This is an optimization exercise on Yosys and OpenROAD, whose aim is small area, a short achievable clock period and few clock cycles, not a production implementation. RTL that was checked went through simulation tests only; none was proved equivalent to the original. No functional check of the RTL was part of runs 3 to 7. Power figures rest on the tool's default switching activity, not on a simulated workload.

## flow/design.v (module list and top-level ports; edited modules follow where they fit)
// module tpb_codec: 351 lines
// module tpb_fmt: 20 lines
// module tpb_opd: 40 lines
// module tpb_legal: 30 lines
// module tpb_dec: 35 lines
// module tpb_resmux: 35 lines
// module tpb_rsp: 45 lines
// module tpb_ctl: 36 lines
// module tpb_pw: 30 lines
// module tpb_mul300: 459 lines
// module tpb_divstep: 22 lines
module tpb_codec (
    input  wire        clk,
    input  wire        rst,         
    input  wire        cmd_valid,
    output wire        cmd_ready,
    input  wire [31:0] cmd_word,
    input  wire [63:0] cmd_opd,
    input  wire [15:0] cmd_flen,
    input  wire        frm_valid,
    output wire        frm_ready,
    input  wire [7:0]  frm_data,
    output wire        rsp_valid,
    output wire [7:0]  rsp_status,
    output wire [63:0] rsp_res
);
  // ...
==> flow/flow/run.sh <==
#!/bin/bash
# Layout flow: the standard flow (standard.sh, ORFS) with two settings
# that ORFS reads from the environment:
#  - BUFFER_PORTS_ARGS: the port buffers are sky130_fd_sc_hd__buf_2 cells
#    (every input and output port still gets its own buffer);
#  - CTS_ARGS: the clock tree is built as the standard flow builds it, but
#    without dummy load cells.
# The clock period, the SDC and every other step are the standard flow's.
set -euo pipefail
export BUFFER_PORTS_ARGS="-buffer_cell sky130_fd_sc_hd__buf_2"
export CTS_ARGS="-sink_clustering_enable -repair_clock_nets -dont_use_dummy_load -sink_clustering_size 30 -sink_clustering_max_diameter 75 -buf_list sky130_fd_sc_hd__clkbuf_16"
bash standard.sh > standard.log 2>&1
==> flow/standard.sh <==
#!/bin/bash
# synth_recipe.tcl (not shown) runs the flow's synth.tcl, then flattens the netlist and writes it again
# the make line also repeats each setting of config.mk as NAME=value (left out here)
make -C /OpenROAD-flow-scripts/flow DESIGN_CONFIG=/design/flow/config.mk WORK_HOME=/design/flow/orfs CLKGATE_MAP_FILE= SYNTH_SCRIPT=/design/flow/synth_recipe.tcl "${@:-finish}"
==> flow/config.mk <==
export PLATFORM = sky130hd
export DESIGN_NAME = tpb_codec
export DESIGN_NICKNAME = tpb_codec
export VERILOG_FILES = /design/flow/design.v
export SDC_FILE = /design/flow/constraint.sdc
export NUM_CORES = 8
export LEC_CHECK = 0
export ABC_AREA = 1
export CAP_MARGIN = 20
export CORE_MARGIN = 2
export CORE_UTILIZATION = 40
export CTS_BUF_LIST = sky130_fd_sc_hd__clkbuf_16
export CTS_CLUSTER_DIAMETER = 75
export CTS_CLUSTER_SIZE = 30
export SLEW_MARGIN = 20
export SYNTH_HIERARCHICAL = 1
==> flow/constraint.sdc <==
create_clock -name core_clock -period 70.0 [get_ports {clk}]
set_input_delay 14.0000 -clock core_clock [delete_from_list [all_inputs] [get_ports {clk}]]
set_output_delay 14.0000 -clock core_clock [all_outputs]
set_load 0.01 [all_outputs]
==> results.cfg, run 1 <==
[critical_path]
cp.arrival_ns = 1.47
reg2reg_from = p[9][0]$_DFF_P_
crit_family = flip-flops
crit_fanout = 5
startpoint_type = flip-flop

[clocking]
cts_inserted_buffers = 80
post_cts_buffers = 0
postCtsHoldBufs = 0

[placed_design]
post-place-cells = 6891
place_area_sq_um = 55000

[power]
p_int_uw = 1194
power_leader = sequential cells
ir_worst_vdd_v = 0.00001683
p_sw_frac = 0.2093

[finish]
layout.nets = 5497
inv_count = 557
final-clk-cell-share = 0.03512
final_common_cell = dfxtp_1
syn2layout_area_growth_pct = 7.485
signal_buffer_area_fraction = 0.01879
n_antenna_cell = 1
multi_input_area_share = 0.2652

[global_route]
grt_max_degree = 79
grt_pass1_vias = 30890

[route]
drc_errors = 0
wl_met2_mm = 52.12
drt-initial-drc-count = 2423

[hold_path]
hold_end = ring[38][0]$_DFF_P_
whs_path_depth = 0

[timing]
finalCritPeriodShare = 0.2210
finalSetupViolCount = 0
skew_ns = 0.1105

[run]
max_cap_viol_count = 0

[outcome]
status = no timing/DRC/antenna violations
Testbench counts, summed over its fixed seeds: cycles 41,912.
==> run 2, diff against run 1 <==
--- a/flow/flow/run.sh
+++ b/flow/flow/run.sh
@@ -9,4 +9,4 @@
 set -euo pipefail
 export BUFFER_PORTS_ARGS="-buffer_cell sky130_fd_sc_hd__buf_2"
-export CTS_ARGS="-sink_clustering_enable -repair_clock_nets -dont_use_dummy_load -sink_clustering_size 30 -sink_clustering_max_diameter 75 -buf_list sky130_fd_sc_hd__clkbuf_16"
+export CTS_ARGS="-sink_clustering_enable -repair_clock_nets -dont_use_dummy_load -sink_clustering_size 24 -sink_clustering_max_diameter 60 -buf_list sky130_fd_sc_hd__clkbuf_16"
 bash standard.sh > standard.log 2>&1
--- a/flow/config.mk
+++ b/flow/config.mk
@@ -11,6 +11,6 @@
 export CORE_UTILIZATION = 40
 export CTS_BUF_LIST = sky130_fd_sc_hd__clkbuf_16
-export CTS_CLUSTER_DIAMETER = 75
-export CTS_CLUSTER_SIZE = 30
+export CTS_CLUSTER_DIAMETER = 60
+export CTS_CLUSTER_SIZE = 24
 export SLEW_MARGIN = 20
 export SYNTH_HIERARCHICAL = 1
==> run 2 against run 1 <==
Worst setup slack improved by 0.0099 ns. Sequential share of layout area decreased by 0.71 points. Register-to-register slack improved by 0.03 ns. Largest cell class unchanged. Non-clock buffer count unchanged. Critical path depth unchanged. Clock skew about the same. Sequential cell count unchanged. First-iteration DRC count about the same. Critical path type unchanged.
==> results.cfg, run 2 <==
[finish]
layout.nets = 5524
largest_register_ff_count = 1408
n_fill_cell = 12610
drive_gt1_frac = 0.1148
reg_top3 = ring x1408, p x96, xq x66
layout_common_cells = dfxtp_1, nand2_1, inv_1, nor2_1, nand3_1
fin_util = 0.4388
final_common_cell = dfxtp_1
top_register = ring
syn2layout_area_growth_pct = 8.759

[floorplan]
num_rows = 133
dieArea_sq_um = 135500
io_pins = 199
coreArea_sq_um = 131500
initial_utilization = 0.4035
die_y_microns = 368.1
die_w_microns = 368.1

[hold_path]
min_from = ring[157][6]$_DFF_P_
whs_path_depth = 0
hold_end = ring[156][6]$_DFF_P_
hold_path_class = reg -> reg

[power]
leakagePower_uw = 0.02485
ir_worst_vdd_v = 0.00002012
p_per_area_nw_per_um2 = 27.49

[route]
routed_via_density = 4.611
detail_route.wl_per_cell_microns = 17.13
wirelength_mm = 119.9
drt-initial-drc-count = 2424
ant_nets = 0
drc_errors = 0
first_pass_iters = 5
via_count = 32280

[timing]
clock.fmax_mhz = 64.67
relSlewSlack = 0.2803
final.min_clock_period_ns = 15.46
drv_slew = 0
rsz0062_at_grt = no
tightestPinTransition_ns = 1.072
hold_viol = 0
tns_ns = 0
finalSetupViolCount = 0
finalCritPeriodShare = 0.2209
skew_ns = 0.1100

[clocking]
cts_tree = done
insertion_delay_ns = 0.74
clock_sinks = 1707
post_cts_buffers = 0
cts_inserted_buffers = 107
clock_path_buffers = 3
postCtsHoldBufs = 0
clk_pin_slew_ns = 0.09
cts_resized = 0
htreeDepth = 3
cts-root-buf = clkbuf_16

[placed_design]
gp_congestion = 0.9627
portBuffers = 172
place.detailed.hpwl_mm = 86.46

[synthesis]
syn_avg_cell_area_sq_um = 10.33
syn_area_sq_um = 53040
synth_cells = 5133
ys.warnings.count = 14

[critical_path]
max_stage_delay_ns = 0.46
startpoint_type = flip-flop
reg2reg_to = rr_q[41]$_DFF_P_
crit_family = flip-flops
reg2reg_from = p[9][0]$_DFF_P_
cp.depth = 1
crit_type = reg -> out
rr_worst_depth = 48
cp.arrival_ns = 1.46
path_cells = buf_2
cp-end-kind = output pin
critPathSlowestCell = dfxtp_1
crit_fanout = 5
path_buf_inv = 1
r2r_setup_slack_ns = 56.78
crit_required_ns = 56.00

[run]
max_cap_viol_count = 0

[global_route]
grt_max_degree = 79
grt_first_pass_wirelength_mm = 182.4
grt_usage = 0.1748
grt-ovfl-total = 0
grt_pass1_vias = 31150
antenna_found_initial = 5

[outcome]
status = no timing/DRC/antenna violations
==> run 2: cell count changes in the layout (fill, tap and decap cells not counted) <==
cell and delta:
clkbuf_16 +27
==> run 2: power by group <==
part / total, uW / internal [uW] / switching (uW)
clock network: 563 / 269 / 294
registers: 980 / 977 / 3.06
logic: 42.6 / 11.7 / 30.9
==> run 2: stage by stage <==
stage	power, uW	cells	setup WS (ns)	instance area (sq um)	hold WS [ns]
2_1_floorplan	1028	5158	54.79	53130	0.3096
3_3_place_gp	1045	6891	54.04	55000	0.3095
3_5_place_dp	1045	6891	53.96	55000	0.3121
4_1_cts	1603	6998	54.51	57680	0.2156
5_1_grt	1643	6999	54.50	57690	0.2259
6_report	1586	6999	54.54	57690	0.2202
==> run 2: area by class of cell <==
type	instances	area (sq um)	area share
multi-input combinational	2672	15120	0.2621
timing repair buffer	200	1071	0.01857
sequential	1707	34520	0.5985
tap	1755	2196	0.03807
antenna	1	2.502	0.00004338
inverter	557	2093	0.03629
clock buffer	107	2678	0.04642
==> run 2: how the worst max path moves through the flow <==
stage	startpoint	end	slack (ns)
finish	rs_q[3]$_DFF_P_	rsp_status[3]	54.54
global placement	cmd_word[12]	rv_q$_SDFF_PP0_	54.04
CTS	rs_q[3]$_DFF_P_	rsp_status[3]	54.51
global route	rs_q[3]$_DFF_P_	rsp_status[3]	54.50
floorplan	cmd_word[30]	rr_q[10]$_DFF_P_	54.79
detailed placement	cmd_word[15]	rr_q[18]$_DFF_P_	53.96
==> run 2: layer usage <==
layer | track usage | wire length, microns | vias to the layer above
met5 | 0 | 12 | -
met4 | 0.06735 | 4325 | 2
met3 | 0.02893 | 6724 | 214
met2 | 0.2700 | 52040 | 848
met1 | 0.2445 | 56820 | 15070
li1 | - | - | 16140
==> module tpb_codec, before the edit <==
module tpb_codec (
    input  wire        clk,
    input  wire        rst,         
    input  wire        cmd_valid,
    output wire        cmd_ready,
    input  wire [31:0] cmd_word,
    input  wire [63:0] cmd_opd,
    input  wire [15:0] cmd_flen,
    input  wire        frm_valid,
    output wire        frm_ready,
    input  wire [7:0]  frm_data,
    output wire        rsp_valid,
    output wire [7:0]  rsp_status,
    output wire [63:0] rsp_res
);
    localparam [3:0] ST_OK          = 4'h0;
    localparam [3:0] ST_BAD_SYNC    = 4'h1;
    localparam [3:0] ST_BAD_SIZE    = 4'h2;
    localparam [3:0] ST_BAD_PID     = 4'h3;
    localparam [3:0] ST_BAD_ADAPT   = 4'h4;
    localparam [3:0] ST_UNKNOWN_PKT = 4'h5;
    localparam [3:0] ST_BAD_OFFSET  = 4'h6;
    localparam [3:0] ST_ILLEGAL     = 4'hD;
    localparam NR = 11;             
    localparam RL = 16;             
    localparam DIV_K   = 8;
    localparam DIV_PAD = 2;
    localparam DIV_CYC = 8;
    localparam XW      = DIV_PAD + 64;
    reg [7:0]  p [0:11];            
    reg [7:0]  ring [0:NR-1][0:RL-1];
    reg [3:0]  ph;                  
    reg [3:0]  dofs;                
    reg [6:0]  err;                 
    reg        rv_q;
    reg [3:0]  rs_q;
    reg [41:0] rr_q;
    reg        crdy_q;
    reg        frdy_q;
    reg        clr_q;
    reg [3:0]  ccnt;
    reg        in_load;
    reg [7:0]  tk;                  
    reg        fb_v;
    reg [7:0]  fb_d;
    reg        load_ok;
    reg        sp_pend;
    reg [2:0]  a_op;                
    reg [7:0]  a_idx;
    reg [7:0]  a_dat;
    reg        w_pend;
    reg [7:0]  w_idx;
    reg [7:0]  w_dat;
    reg           busy;
    reg           sysrst_q;         
    reg [2:0]     ecnt;
    reg [XW-1:0]  xq;
    reg [6:0]     rem;
    assign cmd_ready  = crdy_q;
    assign frm_ready  = frdy_q;
    assign rsp_valid  = rv_q;
    assign rsp_status = {4'd0, rs_q};
    assign rsp_res    = {22'd0, rr_q};
    wire fire = cmd_valid & crdy_q;
    wire take = frm_valid & frdy_q;
    wire [1:0]  afc     = p[3][5:4];
    wire        has_af  = afc[1];
    wire        has_pl  = afc[0];
    wire [7:0]  af_len  = p[4];
    wire [12:0] pid     = {p[1][4:0], p[2]};
    wire        has_pcr = has_af & p[5][4];
    wire [41:0] pcr_rd;
    tpb_mul300 u_mul (
        .base ({p[6], p[7], p[8], p[9], p[10][7]}),
        .ext  ({p[10][0], p[11]}),
        .res  (pcr_rd)
    );
    wire [7:0] af_win_len = (af_len > 8'd183) ? 8'd183 : af_len;
    wire [8:0] pl_start   = has_af ? (9'd5 + {1'b0, af_len}) : 9'd4;
    wire [8:0] pl_off     = (pl_start > 9'd188) ? 9'd188 : pl_start;
    wire [8:0] pl_len     = 9'd188 - pl_off;
    wire [3:0] st_validate = (p[0] != 8'h47) ? ST_BAD_SYNC :
                             (has_af && af_len > 8'd183) ? ST_BAD_ADAPT : ST_OK;
    wire cls_unk = (p[0] != 8'h47) & (p[0] != 8'h80);
    wire cls_80  = (p[0] == 8'h80);
    wire [6:0] err_new;
    assign err_new[0] = rv_q && rs_q == ST_BAD_SYNC;
    assign err_new[1] = rv_q && rs_q == ST_BAD_SIZE;
    assign err_new[2] = rv_q && rs_q == ST_BAD_PID;
    assign err_new[3] = rv_q && rs_q == ST_BAD_ADAPT;
    assign err_new[4] = rv_q && rs_q == ST_UNKNOWN_PKT;
    assign err_new[5] = rv_q && rs_q == ST_BAD_OFFSET;
    assign err_new[6] = rv_q && rs_q == ST_ILLEGAL;
    wire [6:0]  err_eff  = err | err_new;
    wire [7:0] fidx  = tk - 8'd1;                   
    wire       fb_static = (fidx < 8'd12);
    wire       a_static  = (a_idx < 8'd12);
    wire       sp_rdb    = (a_op == 3'b000);    
    wire       sp_wr     = (a_op == 3'b001);    
    wire       sp_tsc    = (a_op == 3'b100);    
    wire       sp_afc    = (a_op == 3'b101);    
    wire       sp_clrpcr = (a_op == 3'b111);    
    wire       sp_clrerr = (a_op == 3'b110);    
    wire [7:0] raddr = w_pend ? w_idx : (fb_v ? fidx : a_idx);
    wire [7:0] rj    = raddr - 8'd12;
    wire [3:0] rring = rj[7:4];
    wire [3:0] rslot = rj[3:0] + dofs;
    wire       at_wr = (rslot == ph);                
    wire       at_rd = (rslot[2:0] == ph[2:0]);      
    wire ld_w  = fb_v & ((fidx == 8'd0) ? (fb_d == 8'h47) : load_ok);
    wire w_go  = w_pend & at_wr & ~clr_q;
    wire sp_go = sp_pend & ~w_pend & (a_static | (~clr_q & (sp_wr ? at_wr : at_rd)));
    wire [7:0] saddr = fb_v ? fidx : a_idx;
    wire       s_we  = fb_v ? (ld_w & fb_static) : (sp_go & sp_wr & a_static);
    wire [7:0] sbus  = fb_v ? fb_d : a_dat;
    wire       r_we  = w_go | (ld_w & ~fb_static) | (sp_go & sp_wr & ~a_static);
    wire [7:0] rbus  = clr_q ? 8'd0 : (w_pend ? w_dat : (fb_v ? fb_d : a_dat));
    reg [7:0] ring_rd;
    integer ri;
    always @* begin
        ring_rd = 8'd0;
        for (ri = 0; ri < NR; ri = ri + 1)
            if (rring == ri) ring_rd = ring_rd | ((rslot[3] ^ ph[3]) ? ring[ri][8] : ring[ri][0]);
    end
    wire [7:0] static_rd = p[a_idx[3:0]];
    wire [7:0] rd_byte   = a_static ? static_rd : ring_rd;
    wire [6:0]       st_r;
    wire [DIV_K-1:0] st_q;
    tpb_divstep #(.K(DIV_K)) u_div (
        .rem_in  (rem),
        .bits    (xq[XW-1:XW-DIV_K]),
        .rem_out (st_r),
        .q       (st_q)
    );
    wire [XW-1:0] xq_next  = {xq[XW-DIV_K-1:0], st_q};
    wire          div_last = busy & (ecnt == DIV_CYC - 1);
    wire [32:0]   base_wr  = xq_next[32:0];
    wire [8:0]    ext_wr   = {st_r, xq_next[XW-1:XW-2]};
    wire clr_first = clr_q & (ccnt == 4'd0);
    reg [7:0] pn [0:11];
    integer bi;
    always @* begin
        for (bi = 0; bi < 12; bi = bi + 1) begin
            pn[bi] = p[bi];
            if (s_we && saddr[3:0] == bi) pn[bi] = sbus;
        end
        if (sp_go && sp_tsc) pn[3][7:6] = a_dat[1:0];
        if (sp_go && sp_afc) pn[3][5:4] = a_dat[1:0];
        if (sp_go && sp_clrpcr && p[3][5]) begin
            pn[5][4] = 1'b0;
            pn[6] = 8'd0; pn[7] = 8'd0; pn[8] = 8'd0;
            pn[9] = 8'd0; pn[10] = 8'd0; pn[11] = 8'd0;
        end
        if (busy && ecnt == 3'd0) begin
            if (!p[3][5]) pn[3][5:4] = 2'b11;
            if (p[4] < 8'd7) pn[4] = 8'd7;
            pn[5][4] = 1'b1;
        end
        if (div_last) begin
            pn[6]  = base_wr[32:25];
            pn[7]  = base_wr[24:17];
            pn[8]  = base_wr[16:9];
            pn[9]  = base_wr[8:1];
            pn[10] = {base_wr[0], 6'b111111, ext_wr[8]};
            pn[11] = ext_wr[7:0];
        end
        if (clr_first)
            for (bi = 0; bi < 12; bi = bi + 1) pn[bi] = 8'd0;
    end
    wire [95:0] p_cur  = {p[11], p[10], p[9], p[8], p[7], p[6], p[5], p[4], p[3], p[2], p[1], p[0]};
    wire [95:0] p_slow = {pn[11], pn[10], pn[9], pn[8], pn[7], pn[6], pn[5], pn[4], pn[3], pn[2], pn[1], pn[0]};
    wire [95:0] p_d;
    wire        o_rv_d;
    wire [3:0]  o_rs_d;
    wire [41:0] o_rr_d;
    wire        L_load, L_slow, L_pcr, L_sysrst;
    wire [9:0]  fm;
    wire [34:0] o;
    wire [37:0] dl;
    tpb_fmt u_fmt (.cmd_word(cmd_word), .cmd_flen(cmd_flen), .fm(fm));
    tpb_opd u_opd (.op(cmd_word[7:0]), .o(o));
    wire        ill;
    tpb_legal u_legal (.cmd_word(cmd_word), .ill(ill));
    tpb_dec u_dec (.o(o), .fm(fm), .ill(ill), .dl(dl));
    assign L_load   = dl[1];
    assign L_slow   = dl[4];
    assign L_pcr    = dl[12];
    assign L_sysrst = dl[15];
    wire [41:0] res_m;
    tpb_resmux u_res (
        .o           (o),
        .p_cur       (p_cur),
        .cls_80      (cls_80),
        .af_win_len  (af_win_len),
        .pl_len      (pl_len[7:0]),
        .pl_off      (pl_off[7:0]),
        .pcr_rd      (pcr_rd),
        .err_eff     (err_eff),
        .m           (res_m)
    );
    tpb_rsp u_rsp (
        .fire        (fire),
        .dl          (dl),
        .f0_ok       (fm[1]),
        .m           (res_m),
        .st_validate (st_validate),
        .cls_unk     (cls_unk),
        .in_load     (in_load),
        .load_done   (in_load & take & (tk == 8'd187)),
        .load_ok     (load_ok),
        .sp_pend     (sp_pend),
        .sp_go       (sp_go),
        .sp_rdb      (sp_rdb),
        .sp_clrerr   (sp_clrerr),
        .err_eff     (err_eff),
        .w_pend      (w_pend),
        .rd_byte     (rd_byte),
        .rv_d        (o_rv_d),
        .rs_d        (o_rs_d),
        .rr_d        (o_rr_d)
    );
    tpb_pw u_pw (
        .fire        (fire),
        .dl          (dl),
        .imm         (cmd_word[31:16]),
        .p_cur       (p_cur),
        .p_slow      (p_slow),
        .p_d         (p_d)
    );
    integer rr, pp;
    always @(posedge clk) begin
        for (rr = 0; rr < NR; rr = rr + 1) begin
            for (pp = 0; pp < RL - 1; pp = pp + 1)
                ring[rr][pp] <= ring[rr][pp + 1];
            if (clr_q || (r_we && rring == rr))
                ring[rr][RL-1] <= rbus;
            else
                ring[rr][RL-1] <= ring[rr][0];
        end
        for (bi = 0; bi < 12; bi = bi + 1)
            p[bi] <= p_d[8*bi +: 8];
        ph <= ph + 4'd1;
        busy <= busy_d;
        if (busy) begin
            xq  <= xq_next;
            rem <= st_r;
            ecnt <= ecnt + 3'd1;
        end else begin
            xq  <= {{DIV_PAD{1'b0}}, cmd_opd};
            rem <= 7'd0;
            ecnt <= 3'd0;
        end
        sp_pend <= sp_pend_d;
        if (!sp_pend) begin
            a_idx <= cmd_word[15:8];
            a_dat <= cmd_word[23:16];
            a_op  <= {cmd_word[5], cmd_word[4], cmd_word[2]};
        end
        w_pend <= w_pend_d;
        if (fb_v && fidx == 8'd0 && fb_d == 8'h47) w_pend <= 1'b0;
        if (!w_pend) begin
            w_idx <= cmd_word[15:8];
            w_dat <= cmd_word[23:16];
        end
        fb_d <= frm_data;
        fb_v <= take & in_load;
        if (take & in_load) tk <= tk1;
        in_load <= in_load_d;
        if (fb_v && fidx == 8'd0) load_ok <= (fb_d == 8'h47);
        if (!in_load) tk <= 8'd0;
        if (ld_w && fidx == 8'd12) dofs <= ph;           
        sysrst_q <= sysrst_d;
        if (clr_q) begin
            ccnt <= ccnt + 4'd1;
            if (ccnt == 4'd15) clr_q <= 1'b0;
        end
        if (sysrst_q) begin
            clr_q  <= 1'b1;
            ccnt   <= 4'd0;
            w_pend <= 1'b0;
        end
        if (sysrst_q || (sp_go && sp_clrerr))
            err <= 7'd0;
        else
            err <= err_eff;
        rv_q <= o_rv_d;
        rs_q <= o_rs_d;
        rr_q <= o_rr_d;
        crdy_q <= crdy_d;
        frdy_q <= frdy_d;
        if (rst) begin
            ph      <= 4'd0;
            dofs    <= 4'd0;
            err     <= 7'd0;
            rv_q    <= 1'b0;
            crdy_q  <= 1'b0;
            frdy_q  <= 1'b0;
            clr_q   <= 1'b1;
            ccnt    <= 4'd0;
            w_pend  <= 1'b0;
            in_load <= 1'b0;
            tk      <= 8'd0;
            fb_v    <= 1'b0;
            load_ok <= 1'b0;
            sp_pend <= 1'b0;
            busy    <= 1'b0;
            sysrst_q <= 1'b0;
        end
    end
    wire [7:0] tk1    = tk + 8'd1;
    wire       ok_n   = (fb_v && fidx == 8'd0) ? (fb_d == 8'h47) : load_ok;
    wire [3:0] dofs_n = (ld_w && fidx == 8'd12) ? ph : dofs;
    wire [3:0] ph2    = ph + 4'd2;
    wire [7:0] tkj    = tk - 8'd12;
    wire [7:0] tk1j   = tk - 8'd11;
    wire       r_free = ~clr_q & ~w_pend;       
    wire fr_b = in_load & (tk < 8'd188) &
                ((tk < 8'd12) | ~ok_n |
                 (r_free & ((tk == 8'd12) | (ph2 == tkj[3:0] + dofs_n))));
    wire fr_a = in_load & (tk < 8'd187) &
                ((tk < 8'd11) | ~ok_n |
                 (r_free & ((tk == 8'd11) | (tk == 8'd12) | (ph2 == tk1j[3:0] + dofs_n))));
    wire busy_d, sp_pend_d, w_pend_d, in_load_d, sysrst_d, crdy_d, frdy_d;
    tpb_ctl u_ctl (
        .fire       (fire),
        .take       (take),
        .L_load     (dl[1]),
        .L_slow     (dl[4]),
        .L_pcr      (dl[12]),
        .L_sysrst   (dl[15]),
        .L_wrbring  (dl[37]),
        .busy       (busy),
        .div_last   (div_last),
        .sp_pend    (sp_pend),
        .sp_go      (sp_go),
        .w_pend     (w_pend),
        .w_go       (w_go),
        .in_load    (in_load),
        .tk_last    (tk == 8'd187),
        .fr_a       (fr_a),
        .fr_b       (fr_b),
        .sysrst_q   (sysrst_q),
        .busy_d     (busy_d),
        .sp_pend_d  (sp_pend_d),
        .w_pend_d   (w_pend_d),
        .in_load_d  (in_load_d),
        .sysrst_d   (sysrst_d),
        .crdy_d     (crdy_d),
        .frdy_d     (frdy_d)
    );
endmodule
==> run 3, diff against run 2 <==
--- a/flow/design.v
+++ b/flow/design.v
@@ -138,4 +138,6 @@
     wire [8:0]    ext_wr   = {st_r, xq_next[XW-1:XW-2]};
     wire clr_first = clr_q & (ccnt == 4'd0);
+    wire clr_pcr   = sp_go & sp_clrpcr & p[3][5];
+    wire [7:0] s_val = (clr_first | clr_pcr) ? 8'd0 : sbus;
     reg [7:0] pn [0:11];
     integer bi;
@@ -143,13 +145,10 @@
         for (bi = 0; bi < 12; bi = bi + 1) begin
             pn[bi] = p[bi];
-            if (s_we && saddr[3:0] == bi) pn[bi] = sbus;
+            if (clr_first || (s_we && saddr[3:0] == bi) || (clr_pcr && bi >= 6))
+                pn[bi] = s_val;
         end
         if (sp_go && sp_tsc) pn[3][7:6] = a_dat[1:0];
         if (sp_go && sp_afc) pn[3][5:4] = a_dat[1:0];
-        if (sp_go && sp_clrpcr && p[3][5]) begin
-            pn[5][4] = 1'b0;
-            pn[6] = 8'd0; pn[7] = 8'd0; pn[8] = 8'd0;
-            pn[9] = 8'd0; pn[10] = 8'd0; pn[11] = 8'd0;
-        end
+        if (clr_pcr) pn[5][4] = 1'b0;
         if (busy && ecnt == 3'd0) begin
             if (!p[3][5]) pn[3][5:4] = 2'b11;
@@ -165,6 +164,4 @@
             pn[11] = ext_wr[7:0];
         end
-        if (clr_first)
-            for (bi = 0; bi < 12; bi = bi + 1) pn[bi] = 8'd0;
     end
     wire [95:0] p_cur  = {p[11], p[10], p[9], p[8], p[7], p[6], p[5], p[4], p[3], p[2], p[1], p[0]};
--- a/flow/flow/run.sh
+++ b/flow/flow/run.sh
@@ -9,4 +9,4 @@
 set -euo pipefail
 export BUFFER_PORTS_ARGS="-buffer_cell sky130_fd_sc_hd__buf_2"
-export CTS_ARGS="-sink_clustering_enable -repair_clock_nets -dont_use_dummy_load -sink_clustering_size 24 -sink_clustering_max_diameter 60 -buf_list sky130_fd_sc_hd__clkbuf_16"
+export CTS_ARGS="-sink_clustering_enable -repair_clock_nets -dont_use_dummy_load -sink_clustering_size 30 -sink_clustering_max_diameter 75 -buf_list sky130_fd_sc_hd__clkbuf_16"
 bash standard.sh > standard.log 2>&1
--- a/flow/config.mk
+++ b/flow/config.mk
@@ -11,6 +11,6 @@
 export CORE_UTILIZATION = 40
 export CTS_BUF_LIST = sky130_fd_sc_hd__clkbuf_16
-export CTS_CLUSTER_DIAMETER = 60
-export CTS_CLUSTER_SIZE = 24
+export CTS_CLUSTER_DIAMETER = 75
+export CTS_CLUSTER_SIZE = 30
 export SLEW_MARGIN = 20
 export SYNTH_HIERARCHICAL = 1
==> run 3 against run 2 <==
Still clean on timing, DRC and antenna. Worst setup slack improved by 0.00050 ns. Worst hold slack improved by 0.047 ns. Utilization decreased by 0.63 points. Non-clock buffer count decreased by 10. Sequential cell count unchanged. Via count decreased by 3.1%. Count of clock-buffer cells in the layout decreased by 24. Combinational power increased to 4.8 times the previous value.
==> results.cfg, run 3 <==
[power]
p_per_area_nw_per_um2 = 29.96
ir_worst_vdd_v = 0.00001660
power_uw = 1706
leakagePower_uw = 0.02489

[synthesis]
syn_avg_cell_area_sq_um = 10.46
synth_cells = 5071
syn_area_sq_um = 53050
ys.warnings.count = 14

[route]
routed_via_density = 4.525
drc_errors = 0
drt-initial-drc-count = 2269
wirelength_mm = 117.5
first_pass_iters = 6
detail_route.wl_per_cell_microns = 17.01
via_count = 31260
ant_nets = 0

[finish]
drive_gt1_frac = 0.1217
layout.nets = 5433
top_register = ring
finalNonFillerCells = 6908
final_common_cell = dfxtp_1
syn2layout_area_growth_pct = 7.318
largest_register_ff_count = 1408
reg_top3 = ring x1408, p x96, xq x66
layout_common_cells = dfxtp_1, nand2_1, inv_1, nor2_1, nand3_1

[global_route]
grt_max_degree = 81
antenna_found_initial = 0
grt_first_pass_wirelength_mm = 177.9
grt_pass1_vias = 29780
grt_usage = 0.1722
grt-ovfl-total = 0

[clocking]
cts_resized = 0
cts-root-buf = clkbuf_16
cts_inserted_buffers = 83
clock_path_buffers = 3
clk_pin_slew_ns = 0.10
clock_sinks = 1707
post_cts_buffers = 0
postCtsHoldBufs = 0
htreeDepth = 3
cts_tree = done
insertion_delay_ns = 0.73

[timing]
rsz0062_at_grt = no
relSlewSlack = 0.2054
tightestPinTransition_ns = 1.188
tns_ns = 0
hold_viol = 0
finalCritPeriodShare = 0.2209
final.min_clock_period_ns = 15.46
drv_slew = 0
skew_ns = 0.1167
clock.fmax_mhz = 64.68
finalSetupViolCount = 0

[floorplan]
dieArea_sq_um = 135600
coreArea_sq_um = 131600
num_rows = 133
die_w_microns = 368.2
die_y_microns = 368.2
initial_utilization = 0.4030
io_pins = 199

[critical_path]
max_stage_delay_ns = 0.58
path_buf_inv = 1
cp-end-kind = output pin
rr_worst_depth = 48
cp.arrival_ns = 1.46
crit_fanout = 4
crit_type = reg -> out
startpoint_type = flip-flop
crit_family = flip-flops
cp.depth = 1
critPathSlowestCell = dfxtp_1
path_cells = buf_2
crit_required_ns = 56.00

[outcome]
status = no timing/DRC/antenna violations

[run]
max_cap_viol_count = 0

[placed_design]
portBuffers = 172
gp_congestion = 0.9249
post-place-cells = 6824
place.detailed.hpwl_mm = 86.33

[hold_path]
hold_path_class = reg -> reg
whs_path_depth = 0
## run 3: changes by cell type in the layout (fill, tap and decap cells not counted), moves of 10 or more
cell,before,now
buf_4,28,18
o21ai_0,93,106
nand2_2,61,73
o21ai_1,27,58
nand2_4,17,27
clkbuf_16,107,83
nand2_1,1024,1058
nand4_1,71,52
a21oi_2,4,22
nand3_1,296,232
a21oi_1,182,88
inv_1,528,504
## run 3: worst paths after layout
path	end	from	slack (ns)
setup reg to reg	rr_q[41]$_DFF_P_	p[9][0]$_DFF_P_	56.94
hold reg to reg	ring[49][6]$_DFF_P_	ring[50][6]$_DFF_P_	0.27
hold / removal	ring[49][6]$_DFF_P_	ring[50][6]$_DFF_P_	0.27
setup / recovery	rsp_status[1]	rs_q[1]$_DFF_P_	54.54
## run 3: power by group
group	total [uW]	internal [uW]	switching, uW
combinational	206	73.6	132
sequential	1000	987	16.3
clock	496	212	284
total	1710	1270	433
## run 3: per-layer routing
layer	vias up	share of wire	wire (microns)	track usage
li1	15780	-	-	-
met1	14620	0.50	58400	0.2511
met2	725	0.42	49400	0.2587
met3	136	0.057	6712	0.03241
met4	0	0.025	2969	0.04929
met5	-	0	0	0
## run 3: per-stage QoR
stage	area [sq um]	worst slack [ns]	utilization	hold slack, ns
floorplan	53140	54.79	-	0.3096
global placement	54850	54.00	0.4167	0.3095
detailed placement	54850	53.98	0.4167	0.3121
CTS	56930	54.50	0.4325	0.2616
global route	56930	54.38	0.4325	0.2586
finish	56930	54.54	0.4325	0.2672
## run 3: layout make-up
cell class	count	area, sq um
Antenna cell	1	2.502
Clock buffer	83	2077
Fill cell	12530	74700
Inverter	540	2037
Multi-Input combinational cell	2632	15100
Sequential cell	1707	34520
Tap cell	1755	2196
Timing Repair Buffer	190	996.0
==> run 4, diff against run 3 <==
--- a/flow/design.v
+++ b/flow/design.v
@@ -76,8 +76,13 @@
         .res  (pcr_rd)
     );
-    wire [7:0] af_win_len = (af_len > 8'd183) ? 8'd183 : af_len;
-    wire [8:0] pl_start   = has_af ? (9'd5 + {1'b0, af_len}) : 9'd4;
-    wire [8:0] pl_off     = (pl_start > 9'd188) ? 9'd188 : pl_start;
-    wire [8:0] pl_len     = 9'd188 - pl_off;
+    wire [7:0] af_win_len;
+    wire [8:0] pl_off, pl_len;
+    tpb_fields u_fields (
+        .af_len     (af_len),
+        .has_af     (has_af),
+        .af_win_len (af_win_len),
+        .pl_off     (pl_off),
+        .pl_len     (pl_len)
+    );
     wire [3:0] st_validate = (p[0] != 8'h47) ? ST_BAD_SYNC :
                              (has_af && af_len > 8'd183) ? ST_BAD_ADAPT : ST_OK;
@@ -123,5 +128,13 @@
             if (rring == ri) ring_rd = ring_rd | ((rslot[3] ^ ph[3]) ? ring[ri][8] : ring[ri][0]);
     end
-    wire [7:0] static_rd = p[a_idx[3:0]];
+    reg [7:0] static_rd;
+    always @* begin
+        case (a_idx[3:0])
+            4'd0: static_rd = p[0];   4'd1: static_rd = p[1];   4'd2: static_rd = p[2];
+            4'd3: static_rd = p[3];   4'd4: static_rd = p[4];   4'd5: static_rd = p[5];
+            4'd6: static_rd = p[6];   4'd7: static_rd = p[7];   4'd8: static_rd = p[8];
+            4'd9: static_rd = p[9];   4'd10: static_rd = p[10]; default: static_rd = p[11];
+        endcase
+    end
     wire [7:0] rd_byte   = a_static ? static_rd : ring_rd;
     wire [6:0]       st_r;
@@ -308,14 +321,12 @@
     wire       ok_n   = (fb_v && fidx == 8'd0) ? (fb_d == 8'h47) : load_ok;
     wire [3:0] dofs_n = (ld_w && fidx == 8'd12) ? ph : dofs;
-    wire [3:0] ph2    = ph + 4'd2;
-    wire [7:0] tkj    = tk - 8'd12;
-    wire [7:0] tk1j   = tk - 8'd11;
+    wire [3:0] al     = ph + 4'd14 - dofs_n;
     wire       r_free = ~clr_q & ~w_pend;       
     wire fr_b = in_load & (tk < 8'd188) &
                 ((tk < 8'd12) | ~ok_n |
-                 (r_free & ((tk == 8'd12) | (ph2 == tkj[3:0] + dofs_n))));
+                 (r_free & ((tk == 8'd12) | (tk[3:0] == al))));
     wire fr_a = in_load & (tk < 8'd187) &
                 ((tk < 8'd11) | ~ok_n |
-                 (r_free & ((tk == 8'd11) | (tk == 8'd12) | (ph2 == tk1j[3:0] + dofs_n))));
+                 (r_free & ((tk == 8'd11) | (tk == 8'd12) | (tk[3:0] + 4'd1 == al))));
     wire busy_d, sp_pend_d, w_pend_d, in_load_d, sysrst_d, crdy_d, frdy_d;
     tpb_ctl u_ctl (
@@ -618,4 +629,18 @@
     end
 endmodule
+module tpb_fields (
+    input  wire [7:0] af_len,
+    input  wire       has_af,
+    output wire [7:0] af_win_len,
+    output wire [8:0] pl_off,
+    output wire [8:0] pl_len
+);
+    wire       l_big = (af_len >= 8'd183);
+    wire [7:0] l_p5  = af_len + 8'd5;           
+    wire [7:0] l_m   = 8'd183 - af_len;         
+    assign af_win_len = (af_len > 8'd183) ? 8'd183 : af_len;
+    assign pl_off = has_af ? (l_big ? 9'd188 : {1'b0, l_p5}) : 9'd4;
+    assign pl_len = has_af ? (l_big ? 9'd0 : {1'b0, l_m}) : 9'd184;
+endmodule
 module tpb_mul300 (
     input  wire [32:0] base,
==> run 4 against run 3 <==
Critical path depth is 8 higher. Combinational power is 25% lower. Power is 4.0% lower. Area after synthesis is 0.30% lower. Non-clock buffer count is 9 higher. Highest routed layer is now met5.
==> results.cfg, run 4 <==
[floorplan]
initial_utilization = 0.4029
num_rows = 133
coreArea_sq_um = 131300
io_pins = 199
die_y_microns = 367.6
dieArea_sq_um = 135200
die_w_microns = 367.6

[clocking]
htreeDepth = 3
cts_tree = done
insertion_delay_ns = 0.72
cts-root-buf = clkbuf_16
cts_resized = 0
clock_sinks = 1707
postCtsHoldBufs = 0
clock_path_buffers = 3
clk_pin_slew_ns = 0.09
post_cts_buffers = 0
cts_inserted_buffers = 78

[placed_design]
gp_congestion = 1.012
pre_cts_slack_ns = 53.95
place.detailed.hpwl_mm = 83.98
portBuffers = 172
post-place-cells = 6956
place_area_sq_um = 54750

[timing]
hold_viol = 0
layout_setup_ws_ns = 54.55
drv_slew = 0
finalCritPeriodShare = 0.2207
tightestPinTransition_ns = 1.215
rsz0062_at_grt = no
tns_ns = 0
skew_ns = 0.1149
hold_ws_ns = 0.2238
relSlewSlack = 0.1835
finalSetupViolCount = 0
final.min_clock_period_ns = 15.45
clock.fmax_mhz = 64.74

[global_route]
grt_usage = 0.1748
grt_pass1_vias = 31160
grt_first_pass_wirelength_mm = 182.9
grt-ovfl-total = 0
antenna_found_initial = 5
grt_max_degree = 78

[critical_path]
crit_path_frequent_cell = nand2_1
critPathSlowestCell = nor2_1
path_cells = buf_2 -> nor2_2 -> nand2_1 -> nor2_2 -> nand2_1 -> nor2_1 -> nand2_4 -> nand2_1 -> o21ai_0
crit_fanout = 17
crit_type = in -> reg
cp.arrival_ns = 15.95
crit_required_ns = 70.51
cp-end-kind = flip-flop
max_stage_delay_ns = 0.68
startpoint_type = input port

[route]
ant_nets = 0
first_pass_iters = 6
via_count = 32280
drc_errors = 0
detail_route.wl_per_cell_microns = 16.89
wirelength_mm = 118.9
routed_via_density = 4.587
drt-initial-drc-count = 2276

[finish]
reg_top3 = ring x1408, p x96, xq x66
top_register = ring
final_common_cell = dfxtp_1
seq_area_sq_um = 34520
layout.nets = 5554
largest_register_ff_count = 1408
multi_input_area_sq_um = 15060
n_fill_cell = 12580
finalNonFillerCells = 7037
final_area_sq_um = 56710
syn2layout_area_growth_pct = 7.222
drive_gt1_frac = 0.09964
layout_common_cells = dfxtp_1, nand2_1, inv_1, nor2_1, nand3_1

[power]
p_int_uw = 1239
ir_worst_vdd_v = 0.00002048
clkPwrFrac = 0.293
p_sw_uw = 398.8
p_sw_frac = 0.2435
leakagePower_uw = 0.02497
power_frac_comb = 0.095
seq_power_share = 0.612
p_per_area_nw_per_um2 = 28.87

[synthesis]
syn_area_sq_um = 52890
ys.warnings.count = 14
syn_avg_cell_area_sq_um = 10.14
synth_cells = 5215

[run]
max_cap_viol_count = 0

[outcome]
status = no timing/DRC/antenna violations

[hold_path]
hold_path_class = reg -> reg
[run 4: per-stage QoR]
stage / total power [uW] / utilization
3_5_place_dp: 1180 / 0.4170
4_1_cts: 1655 / 0.4319
3_3_place_gp: 1180 / 0.4170
5_1_grt: 1712 / 0.4319
2_1_floorplan: 1138 / -
6_report: 1637 / 0.4319
[run 4: routing by layer]
layer	vias to the layer above	global-route usage	routed length [microns]
li1	16290	-	-
met1	15010	0.2362	55580
met2	771	0.2848	53530
met3	204	0.02241	5423
met4	2	0.06723	4326
met5	-	0	13
[run 4: final timing paths]
kind	startpoint	end	slack (ns)	cells past startpoint
worst max-delay path	cmd_word[12]	p[2][2]$_DFF_P_	54.55	9
worst max register to register	p[10][7]$_DFF_P_	rr_q[41]$_DFF_P_	56.80	49
worst min register to register	ring[28][5]$_DFF_P_	ring[27][5]$_DFF_P_	0.22	0
worst min-delay path	ring[28][5]$_DFF_P_	ring[27][5]$_DFF_P_	0.22	0
[run 4: critical path: cells and delay by family]
| kind | cells | cell delay (ns) |
|---|---|---|
| and+or+nand+nor | 7 | 1.71 |
| buffers and inverters | 1 | 0.13 |
| AOI/OAI and AO/OA | 1 | 0.08 |
[run 4: power by group through the flow]
stage	logic [uW]	clock network, uW	registers (uW)
after floorplan	121	0	1020
after global placement	156	0	1020
after detailed placement	156	0	1020
after CTS	157	496	1000
after global routing	179	529	1000
final	155	480	1000
[run 4: area by class of cell]
type / count / share of cell area
multi-input cells: 2786 / 0.2655
well taps: 1755 / 0.03872
repair buffers: 199 / 0.01875
diodes: 3 / 0.0001324
clock buffers: 78 / 0.03442
inverters: 509 / 0.03375
flip-flops and latches: 1707 / 0.6088
==> run 5, diff against run 4 <==
--- a/flow/flow/run.sh
+++ b/flow/flow/run.sh
@@ -9,4 +9,4 @@
 set -euo pipefail
 export BUFFER_PORTS_ARGS="-buffer_cell sky130_fd_sc_hd__buf_2"
-export CTS_ARGS="-sink_clustering_enable -repair_clock_nets -dont_use_dummy_load -sink_clustering_size 30 -sink_clustering_max_diameter 75 -buf_list sky130_fd_sc_hd__clkbuf_16"
+export CTS_ARGS="-sink_clustering_enable -repair_clock_nets -dont_use_dummy_load -sink_clustering_size 14 -sink_clustering_max_diameter 45 -buf_list sky130_fd_sc_hd__clkbuf_8"
 bash standard.sh > standard.log 2>&1
--- a/flow/config.mk
+++ b/flow/config.mk
@@ -10,7 +10,7 @@
 export CORE_MARGIN = 2
 export CORE_UTILIZATION = 40
-export CTS_BUF_LIST = sky130_fd_sc_hd__clkbuf_16
-export CTS_CLUSTER_DIAMETER = 75
-export CTS_CLUSTER_SIZE = 30
+export CTS_BUF_LIST = sky130_fd_sc_hd__clkbuf_8
+export CTS_CLUSTER_DIAMETER = 45
+export CTS_CLUSTER_SIZE = 14
 export SLEW_MARGIN = 20
 export SYNTH_HIERARCHICAL = 1
==> run 5 against run 4 <==
Utilization grew 0.23 points. Clock power is 4.8% higher. Register-to-register slack got worse by 0.03 ns. Clock skew is 0.0033 ns lower. Sequential share of layout area decreased by 0.32 points. Maximum frequency shrank 0.94%. Count of clock-buffer cells in the layout grew 86. Largest cell class unchanged. Largest power group unchanged.
==> results.cfg, run 5 <==
[critical_path]
crit_family = flip-flops
crit_required_ns = 56.00
reg2reg_to = rr_q[41]$_DFF_P_
max_stage_delay_ns = 0.52
startpoint_type = flip-flop
rr_worst_depth = 49
critPathSlowestCell = dfxtp_1
path_cells = buf_2
cp.arrival_ns = 1.59
cp-end-kind = output pin
r2r_setup_slack_ns = 56.77
crit_path_start = rs_q[3]$_DFF_P_
reg2reg_from = p[10][7]$_DFF_P_
path_buf_inv = 1
endpoint = rsp_status[3]
cp.depth = 1
crit_fanout = 5
crit_type = reg -> out

[clocking]
cts_tree = done
post_cts_buffers = 0
cts-root-buf = clkbuf_8
clock_sinks = 1707
cts_inserted_buffers = 164
postCtsHoldBufs = 0
cts_resized = 0
htreeDepth = 4
clock_path_buffers = 3
clk_pin_slew_ns = 0.09
insertion_delay_ns = 0.89

[route]
wirelength_mm = 120.3
ant_nets = 0
drc_errors = 0
first_pass_iters = 5
detail_route.wl_per_cell_microns = 16.90
via_count = 32770
drt-initial-drc-count = 2088
routed_via_density = 4.601

[finish]
syn2layout_area_growth_pct = 7.794
largest_register_ff_count = 1408
layout.nets = 5640
n_fill_cell = 12600
drive_gt1_frac = 0.1141
final_common_cell = dfxtp_1
top_register = ring
reg_top3 = ring x1408, p x96, xq x66
layout_common_cells = dfxtp_1, nand2_1, inv_1, nor2_1, nand3_1

[power]
p_per_area_nw_per_um2 = 29.12
leakagePower_uw = 0.02519
ir_worst_vdd_v = 0.00001905

[global_route]
grt_max_degree = 78
grt_usage = 0.1780
antenna_found_initial = 6
grt_pass1_vias = 31930
grt_first_pass_wirelength_mm = 185.3
grt-ovfl-total = 0

[timing]
layout_setup_ws_ns = 54.41
finalSetupViolCount = 0
hold_ws_ns = 0.2634
drv_slew = 0
skew_ns = 0.1115
hold_viol = 0
clock.fmax_mhz = 64.14
final.min_clock_period_ns = 15.59
relSlewSlack = 0.2025
rsz0062_at_grt = no
finalCritPeriodShare = 0.2227
tightestPinTransition_ns = 1.187
tns_ns = 0

[floorplan]
io_pins = 199
dieArea_sq_um = 135200
initial_utilization = 0.4029
coreArea_sq_um = 131300
num_rows = 133
die_y_microns = 367.6
die_w_microns = 367.6

[placed_design]
gp_congestion = 1.012
portBuffers = 172
pre_cts_slack_ns = 53.95
place.detailed.hpwl_mm = 83.98

[synthesis]
synth_cells = 5215
ys.warnings.count = 14
syn_avg_cell_area_sq_um = 10.14
syn_area_sq_um = 52890

[hold_path]
hold_path_class = reg -> reg

[run]
max_cap_viol_count = 0

[outcome]
status = no timing/DRC/antenna violations
run 5: worst min-delay path by stage:
stage               cells past startpoint                    to  slack, ns            startpoint
finish                                  0   ring[21][1]$_DFF_P_       0.26   ring[22][1]$_DFF_P_
global route                            0    ring[0][2]$_DFF_P_       0.27    ring[1][2]$_DFF_P_
CTS                                     0   ring[68][5]$_DFF_P_       0.26   ring[69][5]$_DFF_P_
detailed placement                      0  ring[112][6]$_DFF_P_       0.31  ring[113][6]$_DFF_P_
global placement                        0   ring[26][1]$_DFF_P_       0.31   ring[27][1]$_DFF_P_
floorplan                               0    ring[0][0]$_DFF_P_       0.31    ring[1][0]$_DFF_P_
run 5: power by group:
part / internal, uW / leakage [uW] / switching (uW)
Sequential: 987 / 0.0139 / 15.5
Clock: 208 / 0.00118 / 295
Combinational: 52.0 / 0.0101 / 104
Total: 1250 / 0.0252 / 414
run 5: layout make-up:
| class | instances | area, sq um | area share |
|---|---|---|---|
| inverters | 509 | 1914 | 0.03358 |
| flip-flops and latches | 1707 | 34520 | 0.6055 |
| multi-input cells | 2786 | 15060 | 0.2641 |
| clock buffers | 164 | 2257 | 0.03959 |
| diodes | 2 | 5.005 | 0.00008778 |
| well taps | 1755 | 2196 | 0.03851 |
| repair buffers | 199 | 1064 | 0.01865 |
run 5: metrics by stage:
stage | utilization | power [uW] | std cells | area, sq um
after floorplan | - | 1138 | 5240 | 52990
after global placement | 0.4170 | 1180 | 6956 | 54750
after detailed placement | 0.4170 | 1180 | 6956 | 54750
after CTS | 0.4342 | 1679 | 7120 | 57010
after global routing | 0.4342 | 1741 | 7121 | 57010
final | 0.4343 | 1661 | 7122 | 57020
run 5: metal layers:
metal,track usage,share of wire
met3,0.03301,0.053
met5,0,0.00016
met1,0.2355,0.46
met2,0.2844,0.45
met4,0.07724,0.040
==> run 6, diff against run 5 <==
--- a/flow/flow/run.sh
+++ b/flow/flow/run.sh
@@ -9,4 +9,4 @@
 set -euo pipefail
 export BUFFER_PORTS_ARGS="-buffer_cell sky130_fd_sc_hd__buf_2"
-export CTS_ARGS="-sink_clustering_enable -repair_clock_nets -dont_use_dummy_load -sink_clustering_size 14 -sink_clustering_max_diameter 45 -buf_list sky130_fd_sc_hd__clkbuf_8"
+export CTS_ARGS="-sink_clustering_enable -repair_clock_nets -dont_use_dummy_load -sink_clustering_size 18 -sink_clustering_max_diameter 50 -buf_list sky130_fd_sc_hd__clkbuf_8"
 bash standard.sh > standard.log 2>&1
--- a/flow/config.mk
+++ b/flow/config.mk
@@ -11,6 +11,6 @@
 export CORE_UTILIZATION = 40
 export CTS_BUF_LIST = sky130_fd_sc_hd__clkbuf_8
-export CTS_CLUSTER_DIAMETER = 45
-export CTS_CLUSTER_SIZE = 14
+export CTS_CLUSTER_DIAMETER = 50
+export CTS_CLUSTER_SIZE = 18
 export SLEW_MARGIN = 20
 export SYNTH_HIERARCHICAL = 1
==> run 6 against run 5 <==
Count of clock-buffer cells in the layout fell by 25. Sequential cell count unchanged. Highest routed layer unchanged. Final cell count shrank 0.34%. Critical path type unchanged. Wire length decreased by 0.44%. Still clean. Global-route usage down 0.10 points. Register-to-register slack improved by 0.03 ns. Combinational power about the same. Clock skew increased by 0.018 ns. First-iteration DRC count increased by 3.3%. Largest cell class unchanged.
==> results.cfg, run 6 <==
[clocking]
cts_inserted_buffers = 139
insertion_delay_ns = 0.86
postCtsHoldBufs = 0
post_cts_buffers = 0
htreeDepth = 4
cts-root-buf = clkbuf_8
clock_sinks = 1707
clk_pin_slew_ns = 0.10
cts_resized = 0
clock_path_buffers = 3
cts_tree = done

[route]
ant_nets = 0
drc_errors = 0
drt-initial-drc-count = 2156
first_pass_iters = 6
routed_via_density = 4.601
wirelength_mm = 119.8
via_count = 32660
detail_route.wl_per_cell_microns = 16.88

[timing]
clock.fmax_mhz = 64.13
final.min_clock_period_ns = 15.59
finalCritPeriodShare = 0.2227
rsz0062_at_grt = no
drv_slew = 0
tns_ns = 0
hold_viol = 0
finalSetupViolCount = 0
hold_ws_ns = 0.2357
relSlewSlack = 0.1909
skew_ns = 0.1298
tightestPinTransition_ns = 1.204

[critical_path]
path_cells = buf_2
crit_required_ns = 56.00
startpoint_type = flip-flop
critPathSlowestCell = dfxtp_1
cp.arrival_ns = 1.59
crit_type = reg -> out
reg2reg_from = p[10][7]$_DFF_P_
cp-end-kind = output pin
crit_path_start = rs_q[3]$_DFF_P_
path_buf_inv = 1
crit_family = flip-flops
max_stage_delay_ns = 0.52
crit_fanout = 5

[finish]
final_common_cell = dfxtp_1
largest_register_ff_count = 1408
seq_area_sq_um = 34520
layout.nets = 5615
multi_input_area_sq_um = 15060
top_register = ring
reg_top3 = ring x1408, p x96, xq x66
syn2layout_area_growth_pct = 7.149
n_fill_cell = 12610
drive_gt1_frac = 0.1099
layout_common_cells = dfxtp_1, nand2_1, inv_1, nor2_1, nand3_1

[hold_path]
hold_path_class = reg -> reg
min_from = ring[39][7]$_DFF_P_

[placed_design]
portBuffers = 172
place.detailed.hpwl_mm = 83.98
gp_congestion = 1.012

[power]
p_per_area_nw_per_um2 = 28.62
power_frac_comb = 0.096
clkPwrFrac = 0.286
p_sw_uw = 405.8
ir_worst_vdd_v = 0.00001778
p_int_uw = 1216
p_sw_frac = 0.2502
leakagePower_uw = 0.02501
seq_power_share = 0.618

[synthesis]
syn_avg_cell_area_sq_um = 10.14
syn_area_sq_um = 52890
synth_cells = 5215
ys.warnings.count = 14

[floorplan]
dieArea_sq_um = 135200
io_pins = 199
die_y_microns = 367.6
initial_utilization = 0.4029
die_w_microns = 367.6
num_rows = 133
coreArea_sq_um = 131300

[global_route]
antenna_found_initial = 7
grt-ovfl-total = 0
grt_first_pass_wirelength_mm = 184.1
grt_pass1_vias = 31560
grt_usage = 0.1770
grt_max_degree = 78

[outcome]
status = no timing/DRC/antenna violations

[run]
max_cap_viol_count = 0
[run 6: area by class of cell]
| cell class | count | area share |
|---|---|---|
| antenna | 3 | 0.0001325 |
| clock buffer | 139 | 0.03376 |
| tap | 1755 | 0.03875 |
| inverter | 509 | 0.03378 |
| timing repair buffer | 199 | 0.01877 |
| sequential | 1707 | 0.6092 |
| multi-input combinational | 2786 | 0.2657 |
[run 6: metal layers]
metal  part of all wire  wire, microns  up-vias  track usage
met5           0.000092             11        -            0
met4              0.039           4713        2      0.07566
met3              0.048           5778      251      0.02938
met2               0.45          53500      851       0.2828
met1               0.47          55810    15170       0.2366
li1                   -              -    16390            -
[run 6: path summary, 6_finish.rpt]
check,depth (start not counted),end,slack (ns)
max,1,rsp_status[3],54.41
min,0,ring[38][7]$_DFF_P_,0.24
max reg2reg,49,rr_q[41]$_DFF_P_,56.80
min reg2reg,0,ring[38][7]$_DFF_P_,0.24
[run 6: per-stage QoR]
stage	total power, uW	util	area, sq um	setup slack (ns)	instances
floorplan	1138	-	52990	54.79	5240
global placement	1180	0.4170	54750	53.99	6956
detailed placement	1180	0.4170	54750	53.95	6956
CTS	1640	0.4316	56670	54.34	7095
global route	1700	0.4316	56670	54.35	7098
finish	1622	0.4316	56670	54.41	7098
[run 6: power groups by stage]
| stage | Clock (uW) | Combinational [uW] | Sequential, uW |
|---|---|---|---|
| after floorplan | 0 | 121 | 1020 |
| after global placement | 0 | 156 | 1020 |
| after detailed placement | 0 | 156 | 1020 |
| after CTS | 481 | 157 | 1000 |
| after global routing | 518 | 179 | 1000 |
| final | 464 | 156 | 1000 |
==> run 7, diff against run 6 <==
--- a/flow/flow/run.sh
+++ b/flow/flow/run.sh
@@ -9,4 +9,4 @@
 set -euo pipefail
 export BUFFER_PORTS_ARGS="-buffer_cell sky130_fd_sc_hd__buf_2"
-export CTS_ARGS="-sink_clustering_enable -repair_clock_nets -dont_use_dummy_load -sink_clustering_size 18 -sink_clustering_max_diameter 50 -buf_list sky130_fd_sc_hd__clkbuf_8"
+export CTS_ARGS="-sink_clustering_enable -repair_clock_nets -dont_use_dummy_load -sink_clustering_size 28 -sink_clustering_max_diameter 70 -buf_list \"sky130_fd_sc_hd__clkbuf_8 sky130_fd_sc_hd__clkbuf_16\""
 bash standard.sh > standard.log 2>&1
--- a/flow/config.mk
+++ b/flow/config.mk
@@ -10,7 +10,7 @@
 export CORE_MARGIN = 2
 export CORE_UTILIZATION = 40
-export CTS_BUF_LIST = sky130_fd_sc_hd__clkbuf_8
-export CTS_CLUSTER_DIAMETER = 50
-export CTS_CLUSTER_SIZE = 18
+export CTS_BUF_LIST = sky130_fd_sc_hd__clkbuf_8 sky130_fd_sc_hd__clkbuf_16
+export CTS_CLUSTER_DIAMETER = 70
+export CTS_CLUSTER_SIZE = 28
 export SLEW_MARGIN = 20
 export SYNTH_HIERARCHICAL = 1
==> run 7 against run 6 <==
Count of clock-buffer cells in the layout is 55 lower. Critical path depth did not move. Utilization up 0.14 points. Register-to-register slack better by 0.04 ns. Sequential power hardly changed. Worst setup slack improved by 0.17 ns. Power increased by 2.0%. Combinational power about the same. Via count is 0.72% lower. Largest power group unchanged. Highest routed layer unchanged.
==> results.cfg, run 7 <==
[critical_path]
cp.depth = 1
startpoint_type = flip-flop
cp.arrival_ns = 1.42
cp-end-kind = output pin
crit_path_start = rs_q[3]$_DFF_P_
endpoint = rsp_status[3]
max_stage_delay_ns = 0.54
crit_family = flip-flops
rr_worst_depth = 49
crit_required_ns = 56.00
path_buf_inv = 1
reg2reg_to = rr_q[41]$_DFF_P_
r2r_setup_slack_ns = 56.84
critPathSlowestCell = dfxtp_1
reg2reg_from = p[10][7]$_DFF_P_
path_cells = buf_2
crit_type = reg -> out
crit_fanout = 5

[hold_path]
hold_path_class = reg -> reg

[timing]
hold_viol = 0
finalSetupViolCount = 0
rsz0062_at_grt = no
final.min_clock_period_ns = 15.42
finalCritPeriodShare = 0.2203
tightestPinTransition_ns = 1.156
relSlewSlack = 0.2236
drv_slew = 0
clock.fmax_mhz = 64.83
skew_ns = 0.1080
hold_ws_ns = 0.2499
tns_ns = 0
layout_setup_ws_ns = 54.58

[power]
p_per_area_nw_per_um2 = 29.10
ir_worst_vdd_v = 0.00001996
leakagePower_uw = 0.02505

[route]
detail_route.wl_per_cell_microns = 16.88
routed_via_density = 4.604
via_count = 32430
first_pass_iters = 7
ant_nets = 0
drt-initial-drc-count = 2128
wirelength_mm = 118.9
drc_errors = 0

[clocking]
clk_pin_slew_ns = 0.10
clock_path_buffers = 3
insertion_delay_ns = 0.74
htreeDepth = 3
postCtsHoldBufs = 0
cts_tree = done
clock_sinks = 1707
cts_inserted_buffers = 84
cts-root-buf = clkbuf_16
cts_resized = 0
post_cts_buffers = 0

[global_route]
grt_max_degree = 78
grt_first_pass_wirelength_mm = 182.7
grt_pass1_vias = 31140
antenna_found_initial = 5
grt-ovfl-total = 0
grt_usage = 0.1748

[finish]
drive_gt1_frac = 0.1007
top_register = ring
final_common_cell = dfxtp_1
fin_util = 0.4331
layout.nets = 5560
n_fill_cell = 12560
finalNonFillerCells = 7043
syn2layout_area_growth_pct = 7.506
reg_top3 = ring x1408, p x96, xq x66
largest_register_ff_count = 1408
layout_common_cells = dfxtp_1, nand2_1, inv_1, nor2_1, nand3_1

[placed_design]
place.detailed.hpwl_mm = 83.98
portBuffers = 172
gp_congestion = 1.012
post-place-cells = 6956
pre_cts_slack_ns = 53.95

[floorplan]
io_pins = 199
coreArea_sq_um = 131300
dieArea_sq_um = 135200
die_w_microns = 367.6
initial_utilization = 0.4029
num_rows = 133
die_y_microns = 367.6

[outcome]
status = no timing/DRC/antenna violations

[synthesis]
syn_area_sq_um = 52890
ys.warnings.count = 14
syn_avg_cell_area_sq_um = 10.14
synth_cells = 5215

[run]
max_cap_viol_count = 0
run 7: cell count changes in the layout (fill, tap and decap cells not counted), sizes merged:
cell and change:
clkbuf -55
run 7: power by group:
group	total [uW]	switching (uW)	leakage, uW	internal (uW)
registers	1000	15.4	0.0139	987
logic	156	104	0.0101	52.0
clock network	497	283	0.00104	214
total	1650	402	0.0250	1250
run 7: per-layer routing:
metal,share of wire,up-vias,GRT usage
met3,0.047,235,0.02599
met2,0.45,784,0.2819
met5,0.000093,-,0
met4,0.040,2,0.06676
li1,-,16310,-
met1,0.47,15100,0.2365
run 7: worst min path at each step:
stage | start | to | slack (ns) | cells after the start
final | ring[150][2]$_DFF_P_ | ring[149][2]$_DFF_P_ | 0.25 | 0
after CTS | ring[155][4]$_DFF_P_ | ring[154][4]$_DFF_P_ | 0.26 | 0
after detailed placement | ring[113][6]$_DFF_P_ | ring[112][6]$_DFF_P_ | 0.31 | 0
after floorplan | ring[1][0]$_DFF_P_ | ring[0][0]$_DFF_P_ | 0.31 | 0
after global routing | ring[150][2]$_DFF_P_ | ring[149][2]$_DFF_P_ | 0.26 | 0
after global placement | ring[27][1]$_DFF_P_ | ring[26][1]$_DFF_P_ | 0.31 | 0
run 7: cell type report:
type | instances | area, sq um | area share
Antenna cell | 3 | 7.507 | 0.0001320
Clock buffer | 84 | 2102 | 0.03697
Inverter | 509 | 1914 | 0.03367
Multi-Input combinational cell | 2786 | 15060 | 0.2648
Sequential cell | 1707 | 34520 | 0.6071
Tap cell | 1755 | 2196 | 0.03862
Timing Repair Buffer | 199 | 1064 | 0.01870
run 7: per-stage QoR:
step	power [uW]	area (sq um)
final	1655	56860
after global routing	1732	56860
after CTS	1673	56860
after detailed placement	1180	54750
after global placement	1180	54750
after floorplan	1138	52990

==> re-timing with driven ports <==
Ports are ideal in the flow. The routed layouts listed here were re-timed in OpenROAD. Step 1 (the two cells are an assumption about what drives the block):
set clk [get_ports {clk}]
set_driving_cell -lib_cell sky130_fd_sc_hd__clkbuf_16 $clk
set_driving_cell -lib_cell sky130_fd_sc_hd__buf_2 [delete_from_list [all_inputs] $clk]
Step 2 adds t to the input delays and takes it off the output delays; t is the mean of the earliest and latest rising clock arrival at the registers after step 1. Input paths then give back, and output paths get back, about the clock's delay inside the block. Three values: no drivers, after step 1, after step 2; two values: the first two.
run	shift t [ns]	slack for setup (ns)	worst register clock-pin slew, ns
run 1	0.726	54.528 / 54.457 / 53.940	0.11 / 0.11
run 2	0.764	54.538 / 54.466 / 53.961	0.09 / 0.09
run 3	0.747	54.539 / 54.459 / 53.852	0.10 / 0.10
run 4	0.729	54.554 / 54.587 / 53.878	0.11 / 0.11
run 5	0.923	54.408 / 54.329 / 53.928	0.09 / 0.09
run 6	0.886	54.408 / 54.328 / 53.946	0.11 / 0.11
run 7	0.737	54.576 / 54.505 / 53.915	0.10 / 0.10
After both steps every run listed still meets setup and hold. The setup slack of run 3, which loses most, moves by -0.080 ns with the drivers and by -0.687 ns with both steps.
